This design comes from an exercise in tuning for a short achievable clock period and few clock cycles on the open sky130 flow, not from production work.
Only simulation tests tie the RTL to the original design; equivalence was not proved.

==> v31 <==
// swx_top
module swx_top (
    input  wire        clk,
    input  wire        rst,
    input  wire        req_valid,
    input  wire [7:0]  req_data,
    output wire        req_ready,
    output reg         res_valid,
    output reg         res_ok,
    output reg  [39:0] res_data,
    output reg         fault,
    output reg  [2:0]  fault_code,
    output reg  [7:0]  fault_info,
    output reg         bus_valid,
    output reg  [7:0]  bus_data,
    output reg         bus_last,
    input  wire        bus_ready,
    input  wire [7:0]  bus_rdata,
    output reg         ce,
    output reg  [2:0]  pstate,
    output reg         wait_valid,
    output reg  [2:0]  wait_id,
    output reg  [31:0] wait_us,
    input  wire        wait_ready,
    output reg         rxb_we,
    output reg  [5:0]  rxb_addr,
    output reg  [7:0]  rxb_wdata
);
export LEC_CHECK = 0
export ABC_CLOCK_PERIOD_IN_PS = 3000
export CAP_MARGIN = 20
export CORE_MARGIN = 2
export CORE_UTILIZATION = 40
export SLEW_MARGIN = 20
create_clock -name core_clock -period 10.0 [get_ports {clk}]
standard.sh (not shown) runs the stock make flow with config.mk's settings and CLKGATE_MAP_FILE= SYNTH_SCRIPT=/design/flow/synth_recipe.tcl, a recipe that flattens the netlist after the stock synthesis.
==> flow/flow/run.sh <==
#!/bin/bash
# Layout flow: the standard ORFS flow (standard.sh, unchanged synthesis, floorplan,
# placement, CTS and routing), with the timing repair asked to aim for a setup slack of
# 7 ns at the design's 10 ns clock, so that it keeps improving the critical paths
# instead of stopping once the 10 ns period is met. Make's output goes to make.log here;
# each ORFS step also keeps its own log under orfs/logs/.
set -euo pipefail
cd "$(dirname "$0")/.."
bash standard.sh SETUP_SLACK_MARGIN=7 finish > make.log 2>&1
==> inputs of v30, as changes to v31 <==
--- a/flow/design.v
+++ b/flow/design.v
@@ -70,19 +70,19 @@
     wire        qv = qhv;
     wire [4:0]  qk = qh[12:8];
     wire [7:0]  qd = qh[7:0];
     wire [4:0]  qmc = qwp - qrp;
     reg         q_push, q_pop;
     reg  [12:0] q_in;
     localparam WD = 8;
     reg  [40:0] wq [0:WD-1];
-    reg  [2:0]  wrp, wwp;
-    reg  [3:0]  wcnt;
-    wire [40:0] wh = wq[wrp];
+    reg  [3:0]  wrp, wwp;
+    wire [3:0]  wcnt = wwp - wrp;
+    wire [40:0] wh = wq[wrp[2:0]];
     reg         w_push, w_pop;
     reg  [40:0] w_in;
     localparam [1:0] I_OP = 2'd0, I_B1 = 2'd1, I_BODY = 2'd2, I_DEAD = 2'd3;
     reg  [1:0]  ist;
     reg  [4:0]  iop;
     reg  [7:0]  icnt;                  
     reg  [3:0]  ipos;                  
     reg  [2:0]  ilim;                  
@@ -492,25 +492,23 @@
                 end else begin rv_n = 1'b1; ro_n = (1'b0); rd_n = ({24'd0, plcnt}); st_n = X_IDLE; end
             end
             X_FL: begin rv_n = 1'b1; ro_n = (1'b0); rd_n = (40'd0); st_n = X_IDLE; end
             X_RY_C: begin begin bv_n = 1'b1; bd_n = (8'hFF); bl_n = (1'b1); end st_n = X_RY_S; end
             X_RY_S: begin rv_n = 1'b1; ro_n = (rdy); rd_n = (40'd0); st_n = X_IDLE; end
             X_FX_C: begin begin bv_n = 1'b1; bd_n = (8'hFF); bl_n = (1'b1); end st_n = X_FX_S; end
             X_FX_S: begin
                 bd_n = 8'h61; bl_n = 1'b0; rc_n = 6'd8; bidx_n = 6'd0; ro_n = 1'b0;
-                if (rdy) begin bv_n = 1'b1; st_n = X_BD_P; end
-                else begin rv_n = 1'b1; st_n = X_IDLE; end
+                rv_n = 1'b1; st_n = X_IDLE;              
             end
             X_BD_C: begin begin bv_n = 1'b1; bd_n = (8'hFF); bl_n = (1'b1); end st_n = X_BD_S; end
             X_BD_S: begin
                 bd_n = 8'h60; bl_n = 1'b0; wi_n = 3'd5; rd_n = 40'd0; ro_n = 1'b0;
                 nlen_n = 6'd0; nz_n = 1'b0;
-                if (rdy) begin bv_n = 1'b1; st_n = X_BD_Q; end
-                else if (eop == OP_RX_DYN) begin rv_n = 1'b1; st_n = X_IDLE; end
+                if (eop == OP_RX_DYN) begin rv_n = 1'b1; st_n = X_IDLE; end
                 else begin wv_n = 1'b1; st_n = X_LP_W; end
             end
             X_BD_Q: begin begin bv_n = 1'b1; bd_n = (8'hFF); bl_n = (1'b1); end st_n = X_BD_N; end
             X_BD_N: begin
                 nlen_n = bus_rdata[5:0]; rc_n = bus_rdata[5:0]; bidx_n = 6'd0;
                 st_n = X_BD_D;
             end
             X_BD_D: begin
@@ -547,82 +545,124 @@
             end
             X_TX_E:  begin begin bv_n = 1'b1; bd_n = (8'hA0); bl_n = (elen == 6'd0); end st_n = X_TX_A; end
             X_TX_CW: begin begin bv_n = 1'b1; bd_n = (8'h07); bl_n = (1'b0); end st_n = X_TP_C; end
             X_TP_C:  begin begin bv_n = 1'b1; bd_n = (8'hFF); bl_n = (1'b1); end st_n = X_TP_S; end
             X_TP_S:  begin
                 pcnt_n = pcnt + 7'd1;
                 bd_n = 8'h27; bl_n = 1'b0; wi_n = 3'd4;
                 rsp_n = bus_rdata[5] ? 8'h20 : 8'h10; tok_n = bus_rdata[5];
-                if (bus_rdata[5] || bus_rdata[4]) begin bv_n = 1'b1; st_n = X_TS_C; end
-                else begin wv_n = 1'b1; st_n = X_TP_W; end
+                wv_n = 1'b1; st_n = X_TP_W;              
             end
             X_TS_C: begin begin bv_n = 1'b1; bd_n = (rsp); bl_n = (1'b1); end st_n = X_TS_V; end
             X_TS_V: begin
                 if (tok) begin ce_n = 1'b0; begin wv_n = 1'b1; wi_n = (3'd1); end st_n = X_CW_RES; end
                 else begin begin bv_n = 1'b1; bd_n = (8'hE1); bl_n = (1'b1); end st_n = X_TM_E; end
             end
             X_TM_E: begin ce_n = 1'b0; begin wv_n = 1'b1; wi_n = (3'd1); end st_n = X_CW_RES; end
             X_TP_W: begin
                 if (pcnt == 7'd100) begin ce_n = 1'b0; begin wv_n = 1'b1; wi_n = (3'd1); end st_n = X_TT_W; end
                 else begin begin bv_n = 1'b1; bd_n = (8'h07); bl_n = (1'b0); end st_n = X_TP_C; end
             end
             X_TT_W: begin begin bv_n = 1'b1; bd_n = (8'hE1); bl_n = (1'b1); end st_n = X_TT_E; end
             X_TT_E: begin tok_n = 1'b0; begin rv_n = 1'b1; ro_n = (1'b0); rd_n = (40'd0); st_n = X_IDLE; end end
             default: ;   
         endcase
     end
+    wire st_bds = (st == X_BD_S);
+    wire st_fxs = (st == X_FX_S);
+    wire st_tps = (st == X_TP_S);
+    wire br = ((st_bds || st_fxs) && rdy) || (st_tps && (bus_rdata[5] || bus_rdata[4]));
+    wire [5:0] a_st = st_bds ? X_BD_Q : (st_tps ? X_TS_C : X_BD_P);
+    wire [7:0] a_bd = st_bds ? 8'h60 : (st_tps ? 8'h27 : 8'h61);
+    wire       a_bl = 1'b0;
+    localparam HC = 26, HD = 68;
+    wire [HC-1:0] hc_y;
+    wire [HD-1:0] hd_y;
+    wire [1:0]    hp_y;
+    swx_step #(17) u_step_c (
+        .go(go), .br(br),
+        .a({a_st, 1'b1, 1'b0, a_bd, a_bl}),
+        .b({st_n, bv_n, wv_n, bd_n, bl_n}),
+        .q({st, bus_valid, wait_valid, bus_data, bus_last}),
+        .y({hc_y[25:20], hc_y[17:16], hc_y[11:3]}));
+    swx_hold #(9) u_hold_c (
+        .en(go),
+        .d({cfg_known_n, xfirst_n, ce_n, ps_n, wi_n}),
+        .q({cfg_known, xfirst, ce, ps_c, wait_id}),
+        .y({hc_y[19:18], hc_y[15:12], hc_y[2:0]}));
+    swx_hold #(HD) u_hold_d (
+        .en(go),
+        .d({lph_n, rc_n, bidx_n, pcnt_n, lcnt_n, plcnt_n, isub_n, ik_n, cfgsh_n, xp1_n, x20_n}),
+        .q({lph, rc, bidx, pcnt, lcnt, plcnt, isub, ik, cfgsh, xp1, x20}),
+        .y(hd_y));
+    swx_step #(2) u_step_p (.go(go), .br(br), .a(2'b00), .b({rv_n, rw_n}), .q(2'b00), .y(hp_y));
+    wire        qmne = (qwp != qrp);
+    wire        qtake = !qhv || q_pop;
+    wire [18:0] hq_y;
+    swx_hold #(19) u_hold_q (
+        .en(qtake),
+        .d({qmne ? qm[qrp[3:0]] : q_in, (qmne || q_push) ? qrp + 5'd1 : qrp, qmne || q_push}),
+        .q({qh, qrp, qhv}),
+        .y(hq_y));
+    wire [3:0]  hw_y;
+    swx_hold #(4) u_hold_w (.en(w_pop), .d(wrp + 4'd1), .q(wrp), .y(hw_y));
     always @(posedge clk) begin
         if (rst) begin
             qwp <= 5'd0; qrp <= 5'd0; qhv <= 1'b0;
-            wrp <= 3'd0; wwp <= 3'd0; wcnt <= 4'd0;
+            wrp <= 4'd0; wwp <= 4'd0;
             ir_v <= 1'b0; req_ready_r <= 1'b0;
             ist <= I_OP; iclosed <= 1'b0;
             st <= X_IDLE; cfg_known <= 1'b0; xfirst <= 1'b1;
             bus_valid <= 1'b0; wait_valid <= 1'b0; ce <= 1'b0; pstate <= PS_UNKNOWN;
             res_valid <= 1'b0; rxb_we <= 1'b0; fault <= 1'b0;
-            bus_data <= 8'h00; bus_last <= 1'b0; wait_id <= 3'd0; wait_us <= 32'd0;
+            wait_us <= 32'd0;
             res_ok <= 1'b0; res_data <= 40'd0; rxb_addr <= 6'd0; rxb_wdata <= 8'h00;
             fault_code <= 3'd0; fault_info <= 8'h00;
         end else begin
             if (q_push) qwp <= qwp + 5'd1;
-            if (!qhv || q_pop) begin
-                if (qwp != qrp || q_push) qrp <= qrp + 5'd1;
-                qhv <= (qwp != qrp) || q_push;
-            end
-            if (w_push) wwp <= wwp + 3'd1;
-            if (w_pop) wrp <= wrp + 3'd1;
-            wcnt <= wcnt + {3'd0, w_push} - {3'd0, w_pop};
+            {qrp, qhv} <= hq_y[5:0];
+            if (w_push) wwp <= wwp + 4'd1;
+            wrp <= hw_y;
             ir_v <= req_valid && req_ready_r;
             req_ready_r <= (ist != I_DEAD) && (qmc <= QD - 4) && (wcnt <= WD - 4);
             ist <= ist_n; iclosed <= iclosed_n;
-            if (go) begin
-                st <= st_n; cfg_known <= cfg_known_n; xfirst <= xfirst_n;
-                bus_valid <= bv_n; wait_valid <= wv_n; ce <= ce_n;
-                bus_data <= bd_n; bus_last <= bl_n; wait_id <= wi_n;
-            end
+            {st, cfg_known, xfirst, bus_valid, wait_valid, ce, pstate} <= hc_y[HC-1:12];
             fault <= f_n;
-            pstate <= go ? ps_n : ps_c;
             wait_us <= wu_n;
             res_ok <= ro_n; res_data <= rd_n;
             rxb_addr <= ra_n; rxb_wdata <= rwd_n;
             fault_code <= fc_n; fault_info <= fi_n;
-            res_valid <= go && rv_n;
-            rxb_we <= go && rw_n;
+            {res_valid, rxb_we} <= hp_y;
         end
     end
     always @(posedge clk) begin
         qm[qwp[3:0]] <= q_in;
-        wq[wwp] <= w_in;
-        if (!qhv || q_pop) qh <= (qwp != qrp) ? qm[qrp[3:0]] : q_in;
+        wq[wwp[2:0]] <= w_in;
+        qh <= hq_y[18:6];
         ir_d <= req_data;
         iop <= iop_n; icnt <= icnt_n; ipos <= ipos_n; ilim <= ilim_n;
         ione <= ione_n; iacc <= iacc_n; ipok <= ipok_n; ipnz <= ipnz_n; ik10 <= ik10_n;
-        if (go) begin
-            lph <= lph_n; rc <= rc_n; bidx <= bidx_n; pcnt <= pcnt_n;
-            lcnt <= lcnt_n; plcnt <= plcnt_n; isub <= isub_n; ik <= ik_n;
-            cfgsh <= cfgsh_n; xp1 <= xp1_n; x20 <= x20_n;
-        end
+        {lph, rc, bidx, pcnt, lcnt, plcnt, isub, ik, cfgsh, xp1, x20} <= hd_y;
+        {bus_data, bus_last, wait_id} <= hc_y[11:0];
         eop <= eop_n; em <= em_n; elong <= elong_n; elen <= elen_n;
         rsp <= rsp_n; a40 <= a40_n; nlen <= nlen_n; nz <= nz_n; tok <= tok_n;
         if (st == X_BD_N) nraw <= bus_rdata;
     end
 endmodule
+module swx_hold #(parameter W = 1) (
+    input  wire         en,
+    input  wire [W-1:0] d,
+    input  wire [W-1:0] q,
+    output wire [W-1:0] y
+);
+    assign y = en ? d : q;
+endmodule
+module swx_step #(parameter W = 1) (
+    input  wire         go,
+    input  wire         br,
+    input  wire [W-1:0] a,
+    input  wire [W-1:0] b,
+    input  wire [W-1:0] q,
+    output wire [W-1:0] y
+);
+    assign y = go ? (br ? a : b) : q;
+endmodule
SYNTH_HIERARCHICAL = 1   (was not set)
SYNTH_MINIMUM_KEEP_SIZE = 0   (was not set)
==> inputs of v15, as changes to v31 <==
--- a/flow/design.v
+++ b/flow/design.v
@@ -260,32 +260,30 @@
         X_BD_FL = 6'd26, X_BD_P  = 6'd27, X_BD_R = 6'd28, X_BD_TC = 6'd29, X_BD_TV = 6'd30,
         X_LP_W  = 6'd31,                             
         X_TX_E  = 6'd32, X_TX_A  = 6'd33, X_TX_CW = 6'd34,
         X_TP_C  = 6'd35, X_TP_S  = 6'd36, X_TP_W = 6'd37,
         X_TS_C  = 6'd38, X_TS_V  = 6'd39, X_TM_E = 6'd40,
         X_TT_W  = 6'd41, X_TT_E  = 6'd42,
         X_FL    = 6'd43,                             
         X_IN_R  = 6'd44, X_IN_K  = 6'd45,            
-        X_IN_E  = 6'd46,
-        X_BD_D  = 6'd47;                             
+        X_IN_E  = 6'd46;
     reg [5:0]  st;
     reg [4:0]  eop;
     reg [4:0]  em;
     reg        elong;
     reg [5:0]  elen;
     reg [5:0]  rc;
     reg [5:0]  bidx;
     reg [7:0]  rsp;
     reg [39:0] a40;
     reg [6:0]  pcnt;
     reg [15:0] lcnt;
     reg [15:0] plcnt;
     reg [5:0]  nlen;
-    reg [7:0]  nraw;         
     reg        nz;
     reg        lph;
     reg        tok;
     reg [1:0]  isub;
     reg [3:0]  ik;           
     reg        cfg_known;
     reg [7:0]  cfgsh;
     reg        xfirst, xp1, x20;
@@ -311,20 +309,16 @@
     reg [5:0]  ra_n;
     wire go = bus_valid ? bus_ready : (wait_valid ? wait_ready : 1'b1);
     reg  xq_pop, xw_pop;
     always @* begin
         q_pop = xq_pop && go;
         w_pop = xw_pop && go;
     end
     wire rdy   = (bus_rdata[3:1] != 3'b111);        
-    wire [2:0] ps_c = !cfg_known         ? PS_UNKNOWN :
-                      !cfgsh[1]          ? PS_DOWN    :
-                      !ce                ? PS_STANDBY :
-                      cfgsh[0]           ? PS_LISTEN  : PS_TX;
     wire [2:0] ps_n = !cfg_known_n       ? PS_UNKNOWN :
                       !cfgsh_n[1]        ? PS_DOWN    :
                       !ce_n              ? PS_STANDBY :
                       cfgsh_n[0]         ? PS_LISTEN  : PS_TX;
     reg [7:0] cfmod;
     always @* begin
         case (eop)
             OP_START_RADIO, OP_INIT:   cfmod = bus_rdata | CFG_PWR_UP;
@@ -340,18 +334,18 @@
         bidx_n = bidx; rsp_n = rsp; a40_n = a40; pcnt_n = pcnt; lcnt_n = lcnt;
         plcnt_n = plcnt; nlen_n = nlen; nz_n = nz; lph_n = lph; tok_n = tok; isub_n = isub;
         ik_n = ik;
         cfg_known_n = cfg_known; cfgsh_n = cfgsh;
         xfirst_n = xfirst; xp1_n = xp1; x20_n = x20;
         bv_n = 1'b0; bd_n = bus_data; bl_n = bus_last;
         wv_n = 1'b0; wi_n = wait_id; wu_n = wait_us;
         ce_n = ce;
-        rv_n = 1'b0; ro_n = 1'b0; rd_n = 40'd0;       
-        rw_n = 1'b0; ra_n = bidx; rwd_n = bus_rdata;   
+        rv_n = 1'b0; ro_n = res_ok; rd_n = res_data;
+        rw_n = 1'b0; ra_n = rxb_addr; rwd_n = rxb_wdata;
         f_n = fault; fc_n = fault_code; fi_n = fault_info;
         xq_pop = 1'b0; xw_pop = 1'b0;
         if (bus_valid) begin
             xfirst_n = bus_last;
             xp1_n    = xfirst;
             if (xfirst) x20_n = (bus_data == 8'h20);
             if (bus_last && !xfirst && xp1 && x20) begin
                 cfg_known_n = 1'b1;
@@ -429,17 +423,17 @@
                             isub_n = isub + 2'd1;
                             case (isub)
                                 2'd0: begin begin bv_n = 1'b1; bd_n = (8'h2B); bl_n = (1'b0); end st_n = X_WA_C; end
                                 2'd1: begin begin bv_n = 1'b1; bd_n = (8'h26); bl_n = (1'b0); end st_n = X_IN_K; ik_n = 4'd1; end
                                 2'd2: begin begin bv_n = 1'b1; bd_n = (8'h20); bl_n = (1'b0); end st_n = X_IN_K; ik_n = 4'd8; end
                                 default: begin begin bv_n = 1'b1; bd_n = (8'h00); bl_n = (1'b0); end st_n = X_CF_C; end
                             endcase
                         end
-                        default: begin rv_n = 1'b1; ro_n = (1'b0); rd_n = (40'd0); st_n = X_IDLE; end
+                        default: begin rv_n = 1'b1; ro_n = (1'b0); rd_n = (res_data); st_n = X_IDLE; end
                     endcase
                 end else begin
                     rc_n = rc - 6'd1;
                     if (qv) begin xq_pop = 1'b1; begin bv_n = 1'b1; bd_n = (qd); bl_n = (rc == 6'd2); end end
                     else st_n = X_OP_W;
                 end
             end
             X_IN_K: begin
@@ -472,33 +466,33 @@
                 rc_n = rc - 6'd1;
                 if (rc == 6'd1) begin
                     if (elong) begin rv_n = 1'b1; ro_n = (1'b0); rd_n = ({bus_rdata, a40[31:0]}); st_n = X_IDLE; end
                     else begin begin bv_n = 1'b1; bd_n = ({3'b000, em}); bl_n = (1'b0); end st_n = X_RS_C; end
                 end else begin bv_n = 1'b1; bd_n = (8'hFF); bl_n = (rc == 6'd2); end
             end
             X_RS_C: begin begin bv_n = 1'b1; bd_n = (8'hFF); bl_n = (1'b1); end st_n = X_RS_D; end
             X_RS_D: begin rv_n = 1'b1; ro_n = (1'b0); rd_n = ({a40[39:8], bus_rdata}); st_n = X_IDLE; end
-            X_CW_RES: begin rv_n = 1'b1; ro_n = (tok); rd_n = (40'd0); st_n = X_IDLE; end
+            X_CW_RES: begin rv_n = 1'b1; ro_n = (tok); rd_n = (res_data); st_n = X_IDLE; end
             X_CW_CF:  begin begin bv_n = 1'b1; bd_n = (8'h00); bl_n = (1'b0); end st_n = X_CF_C; end
             X_CF_C:  begin begin bv_n = 1'b1; bd_n = (8'hFF); bl_n = (1'b1); end st_n = X_CF_D; end
             X_CF_D:  begin rsp_n = cfmod; begin bv_n = 1'b1; bd_n = (8'h20); bl_n = (1'b0); end st_n = X_CF_W; end
             X_CF_W:  begin begin bv_n = 1'b1; bd_n = (rsp); bl_n = (1'b1); end st_n = X_CF_V; end
             X_CF_V:  begin begin wv_n = 1'b1; wi_n = (cf_wid); end st_n = X_CF_WT; end
             X_CF_WT: begin
                 if (eop == OP_INIT) begin begin bv_n = 1'b1; bd_n = (8'hE2); bl_n = (1'b1); end st_n = X_FL; end
                 else if (eop == OP_RX_LOOP && !lph) begin
                     lph_n = 1'b1;
                     if (lcnt == 16'd0) begin ce_n = 1'b0; begin wv_n = 1'b1; wi_n = (3'd1); end st_n = X_CW_CF; end
                     else begin begin bv_n = 1'b1; bd_n = (8'h07); bl_n = (1'b0); end st_n = X_BD_C; end
                 end else begin rv_n = 1'b1; ro_n = (1'b0); rd_n = ({24'd0, plcnt}); st_n = X_IDLE; end
             end
-            X_FL: begin rv_n = 1'b1; ro_n = (1'b0); rd_n = (40'd0); st_n = X_IDLE; end
+            X_FL: begin rv_n = 1'b1; ro_n = (1'b0); rd_n = (res_data); st_n = X_IDLE; end
             X_RY_C: begin begin bv_n = 1'b1; bd_n = (8'hFF); bl_n = (1'b1); end st_n = X_RY_S; end
-            X_RY_S: begin rv_n = 1'b1; ro_n = (rdy); rd_n = (40'd0); st_n = X_IDLE; end
+            X_RY_S: begin rv_n = 1'b1; ro_n = (rdy); rd_n = (res_data); st_n = X_IDLE; end
             X_FX_C: begin begin bv_n = 1'b1; bd_n = (8'hFF); bl_n = (1'b1); end st_n = X_FX_S; end
             X_FX_S: begin
                 bd_n = 8'h61; bl_n = 1'b0; rc_n = 6'd8; bidx_n = 6'd0; ro_n = 1'b0;
                 if (rdy) begin bv_n = 1'b1; st_n = X_BD_P; end
                 else begin rv_n = 1'b1; st_n = X_IDLE; end
             end
             X_BD_C: begin begin bv_n = 1'b1; bd_n = (8'hFF); bl_n = (1'b1); end st_n = X_BD_S; end
             X_BD_S: begin
@@ -506,22 +500,24 @@
                 nlen_n = 6'd0; nz_n = 1'b0;
                 if (rdy) begin bv_n = 1'b1; st_n = X_BD_Q; end
                 else if (eop == OP_RX_DYN) begin rv_n = 1'b1; st_n = X_IDLE; end
                 else begin wv_n = 1'b1; st_n = X_LP_W; end
             end
             X_BD_Q: begin begin bv_n = 1'b1; bd_n = (8'hFF); bl_n = (1'b1); end st_n = X_BD_N; end
             X_BD_N: begin
                 nlen_n = bus_rdata[5:0]; rc_n = bus_rdata[5:0]; bidx_n = 6'd0;
-                st_n = X_BD_D;
-            end
-            X_BD_D: begin
-                ra_n = nlen; rwd_n = 8'h00;
-                if (nraw > 8'd32) begin begin bv_n = 1'b1; bd_n = (8'hE2); bl_n = (1'b1); end st_n = X_BD_FL; end
-                else begin begin bv_n = 1'b1; bd_n = (8'h61); bl_n = (nraw == 8'd0); end st_n = X_BD_P; rw_n = 1'b1; end
+                ra_n = bus_rdata[5:0]; rwd_n = 8'h00;
+                bv_n = 1'b1;
+                if (bus_rdata > 8'd32) begin
+                    bd_n = 8'hE2; bl_n = 1'b1; st_n = X_BD_FL;
+                end else begin
+                    bd_n = 8'h61; bl_n = (bus_rdata == 8'd0); st_n = X_BD_P;
+                    rw_n = 1'b1;
+                end
             end
             X_BD_FL: begin
                 if (eop == OP_RX_DYN) begin rv_n = 1'b1; ro_n = (1'b0); rd_n = (40'd0); st_n = X_IDLE; end
                 else begin nz_n = 1'b0; begin wv_n = 1'b1; wi_n = (3'd5); end st_n = X_LP_W; end
             end
             X_BD_P: begin
                 if (rc == 6'd0) begin begin bv_n = 1'b1; bd_n = (8'h27); bl_n = (1'b0); end st_n = X_BD_TC; end
                 else begin begin bv_n = 1'b1; bd_n = (8'hFF); bl_n = (rc == 6'd1); end st_n = X_BD_R; end
@@ -530,17 +526,17 @@
                 rw_n = 1'b1; ra_n = bidx; rwd_n = bus_rdata;
                 bidx_n = bidx + 6'd1;
                 rc_n = rc - 6'd1;
                 if (rc == 6'd1) begin begin bv_n = 1'b1; bd_n = (8'h27); bl_n = (1'b0); end st_n = X_BD_TC; end
                 else begin bv_n = 1'b1; bd_n = (8'hFF); bl_n = (rc == 6'd2); end
             end
             X_BD_TC: begin begin bv_n = 1'b1; bd_n = (8'h40); bl_n = (1'b1); end st_n = X_BD_TV; end
             X_BD_TV: begin
-                if (eop == OP_RX_FIXED) begin rv_n = 1'b1; ro_n = (1'b1); rd_n = (40'd0); st_n = X_IDLE; end
+                if (eop == OP_RX_FIXED) begin rv_n = 1'b1; ro_n = (1'b1); rd_n = (res_data); st_n = X_IDLE; end
                 else if (eop == OP_RX_DYN) begin rv_n = 1'b1; ro_n = (1'b0); rd_n = ({34'd0, nlen}); st_n = X_IDLE; end
                 else begin nz_n = (nlen != 6'd0); begin wv_n = 1'b1; wi_n = (3'd5); end st_n = X_LP_W; end
             end
             X_LP_W: begin
                 lcnt_n = lcnt - 16'd1;
                 plcnt_n = plcnt + {15'd0, nz};
                 if (lcnt == 16'd1) begin ce_n = 1'b0; begin wv_n = 1'b1; wi_n = (3'd1); end st_n = X_CW_CF; end
                 else begin begin bv_n = 1'b1; bd_n = (8'h07); bl_n = (1'b0); end st_n = X_BD_C; end
@@ -561,25 +557,25 @@
                 else begin begin bv_n = 1'b1; bd_n = (8'hE1); bl_n = (1'b1); end st_n = X_TM_E; end
             end
             X_TM_E: begin ce_n = 1'b0; begin wv_n = 1'b1; wi_n = (3'd1); end st_n = X_CW_RES; end
             X_TP_W: begin
                 if (pcnt == 7'd100) begin ce_n = 1'b0; begin wv_n = 1'b1; wi_n = (3'd1); end st_n = X_TT_W; end
                 else begin begin bv_n = 1'b1; bd_n = (8'h07); bl_n = (1'b0); end st_n = X_TP_C; end
             end
             X_TT_W: begin begin bv_n = 1'b1; bd_n = (8'hE1); bl_n = (1'b1); end st_n = X_TT_E; end
-            X_TT_E: begin tok_n = 1'b0; begin rv_n = 1'b1; ro_n = (1'b0); rd_n = (40'd0); st_n = X_IDLE; end end
+            X_TT_E: begin tok_n = 1'b0; begin rv_n = 1'b1; ro_n = (1'b0); rd_n = (res_data); st_n = X_IDLE; end end
             default: ;   
         endcase
     end
     always @(posedge clk) begin
         if (rst) begin
             qwp <= 5'd0; qrp <= 5'd0; qhv <= 1'b0;
             wrp <= 3'd0; wwp <= 3'd0; wcnt <= 4'd0;
-            ir_v <= 1'b0; req_ready_r <= 1'b0;
+            ir_v <= 1'b0; req_ready_r <= 1'b1;
             ist <= I_OP; iclosed <= 1'b0;
             st <= X_IDLE; cfg_known <= 1'b0; xfirst <= 1'b1;
             bus_valid <= 1'b0; wait_valid <= 1'b0; ce <= 1'b0; pstate <= PS_UNKNOWN;
             res_valid <= 1'b0; rxb_we <= 1'b0; fault <= 1'b0;
             bus_data <= 8'h00; bus_last <= 1'b0; wait_id <= 3'd0; wait_us <= 32'd0;
             res_ok <= 1'b0; res_data <= 40'd0; rxb_addr <= 6'd0; rxb_wdata <= 8'h00;
             fault_code <= 3'd0; fault_info <= 8'h00;
         end else begin
@@ -591,21 +587,20 @@
             if (w_push) wwp <= wwp + 3'd1;
             if (w_pop) wrp <= wrp + 3'd1;
             wcnt <= wcnt + {3'd0, w_push} - {3'd0, w_pop};
             ir_v <= req_valid && req_ready_r;
             req_ready_r <= (ist != I_DEAD) && (qmc <= QD - 4) && (wcnt <= WD - 4);
             ist <= ist_n; iclosed <= iclosed_n;
             if (go) begin
                 st <= st_n; cfg_known <= cfg_known_n; xfirst <= xfirst_n;
-                bus_valid <= bv_n; wait_valid <= wv_n; ce <= ce_n;
+                bus_valid <= bv_n; wait_valid <= wv_n; ce <= ce_n; pstate <= ps_n;
                 bus_data <= bd_n; bus_last <= bl_n; wait_id <= wi_n;
             end
             fault <= f_n;
-            pstate <= go ? ps_n : ps_c;
             wait_us <= wu_n;
             res_ok <= ro_n; res_data <= rd_n;
             rxb_addr <= ra_n; rxb_wdata <= rwd_n;
             fault_code <= fc_n; fault_info <= fi_n;
             res_valid <= go && rv_n;
             rxb_we <= go && rw_n;
         end
     end
@@ -618,11 +613,10 @@
         ione <= ione_n; iacc <= iacc_n; ipok <= ipok_n; ipnz <= ipnz_n; ik10 <= ik10_n;
         if (go) begin
             lph <= lph_n; rc <= rc_n; bidx <= bidx_n; pcnt <= pcnt_n;
             lcnt <= lcnt_n; plcnt <= plcnt_n; isub <= isub_n; ik <= ik_n;
             cfgsh <= cfgsh_n; xp1 <= xp1_n; x20 <= x20_n;
         end
         eop <= eop_n; em <= em_n; elong <= elong_n; elen <= elen_n;
         rsp <= rsp_n; a40 <= a40_n; nlen <= nlen_n; nz <= nz_n; tok <= tok_n;
-        if (st == X_BD_N) nraw <= bus_rdata;
     end
 endmodule
==> impl_metrics.tcl <==
set metrics [dict create \
    status "no timing/DRC/antenna violations" \
    multi_input_area_share 0.3567 \
    grt_usage 0.2403 \
    cts_resized 958 \
    p_per_area_nw_per_um2 211.8 \
    clkCellAreaFrac 0.06318 \
    pre_cts_ws_ns 5.345 \
    wl_met3_um 10770 \
    dr_wl_met2_um 66120 \
    dr.pass1.iters 6 \
]
That was v30.
==> impl_metrics.tcl <==
set metrics [dict create \
    cts_resized 1034 \
    p_per_area_nw_per_um2 217.6 \
    wl_met3_um 12740 \
    dr.pass1.iters 9 \
    dr_wl_met2_um 62470 \
    pre_cts_ws_ns 5.459 \
    clkCellAreaFrac 0.05914 \
    status "no timing/DRC/antenna violations" \
    grt_usage 0.2383 \
]
That was v15.
==> impl_metrics.tcl <==
set metrics [dict create \
    dr.pass1.iters 9 \
    core_um2 106600 \
    finalSetupViolCount 0 \
    cts_resized 922 \
    clkCellAreaFrac 0.06478 \
    synth_xor_area_frac 0.01370 \
    wl_met3_um 10270 \
    ctsHoldBuffers 0 \
    multi_input_area_share 0.3310 \
    grt_antenna_before_repair 3 \
    pre_cts_ws_ns 4.941 \
    dr_wl_met2_um 60850 \
    dpl-instance-area_um2 46010 \
    status "no timing/DRC/antenna violations" \
    grt_usage 0.2328 \
]
That was v31.
Testbench counts of v31, summed over its fixed seeds: cycles 19,285.
Testbench counts of v30, summed over its fixed seeds: cycles 19,285.
Testbench counts of v15, summed over its fixed seeds: cycles 19,161.

-- afterwards: timing with drivers on the ports --
In the flow no input, the clock included, has a driving cell. The finished layouts below were timed again as built, in two steps. Step 1: set_driving_cell puts a clkbuf_16 on clk and a buf_2 on each other input, an assumption about the parent block. Step 2, shift: input delay + t, output delay - t, t = (earliest + latest rising clock arrival at the registers) / 2. This alone moves slack from input paths to output paths. Slacks: no drivers / after step 1 / after step 2; pairs: no drivers / after step 1.
run	t, ns	slack for setup (ns)	cell pins on the clock port's net
v31	0.742	6.612 / 6.631 / 5.890	1
v30	0.747	6.633 / 6.633 / 6.205	1
v15	0.731	6.745 / 6.678 / 6.066	1
After both steps setup and hold are still met in every run listed. The setup slack of v31, which loses most, moves by +0.019 ns with the drivers and by -0.722 ns with both steps.
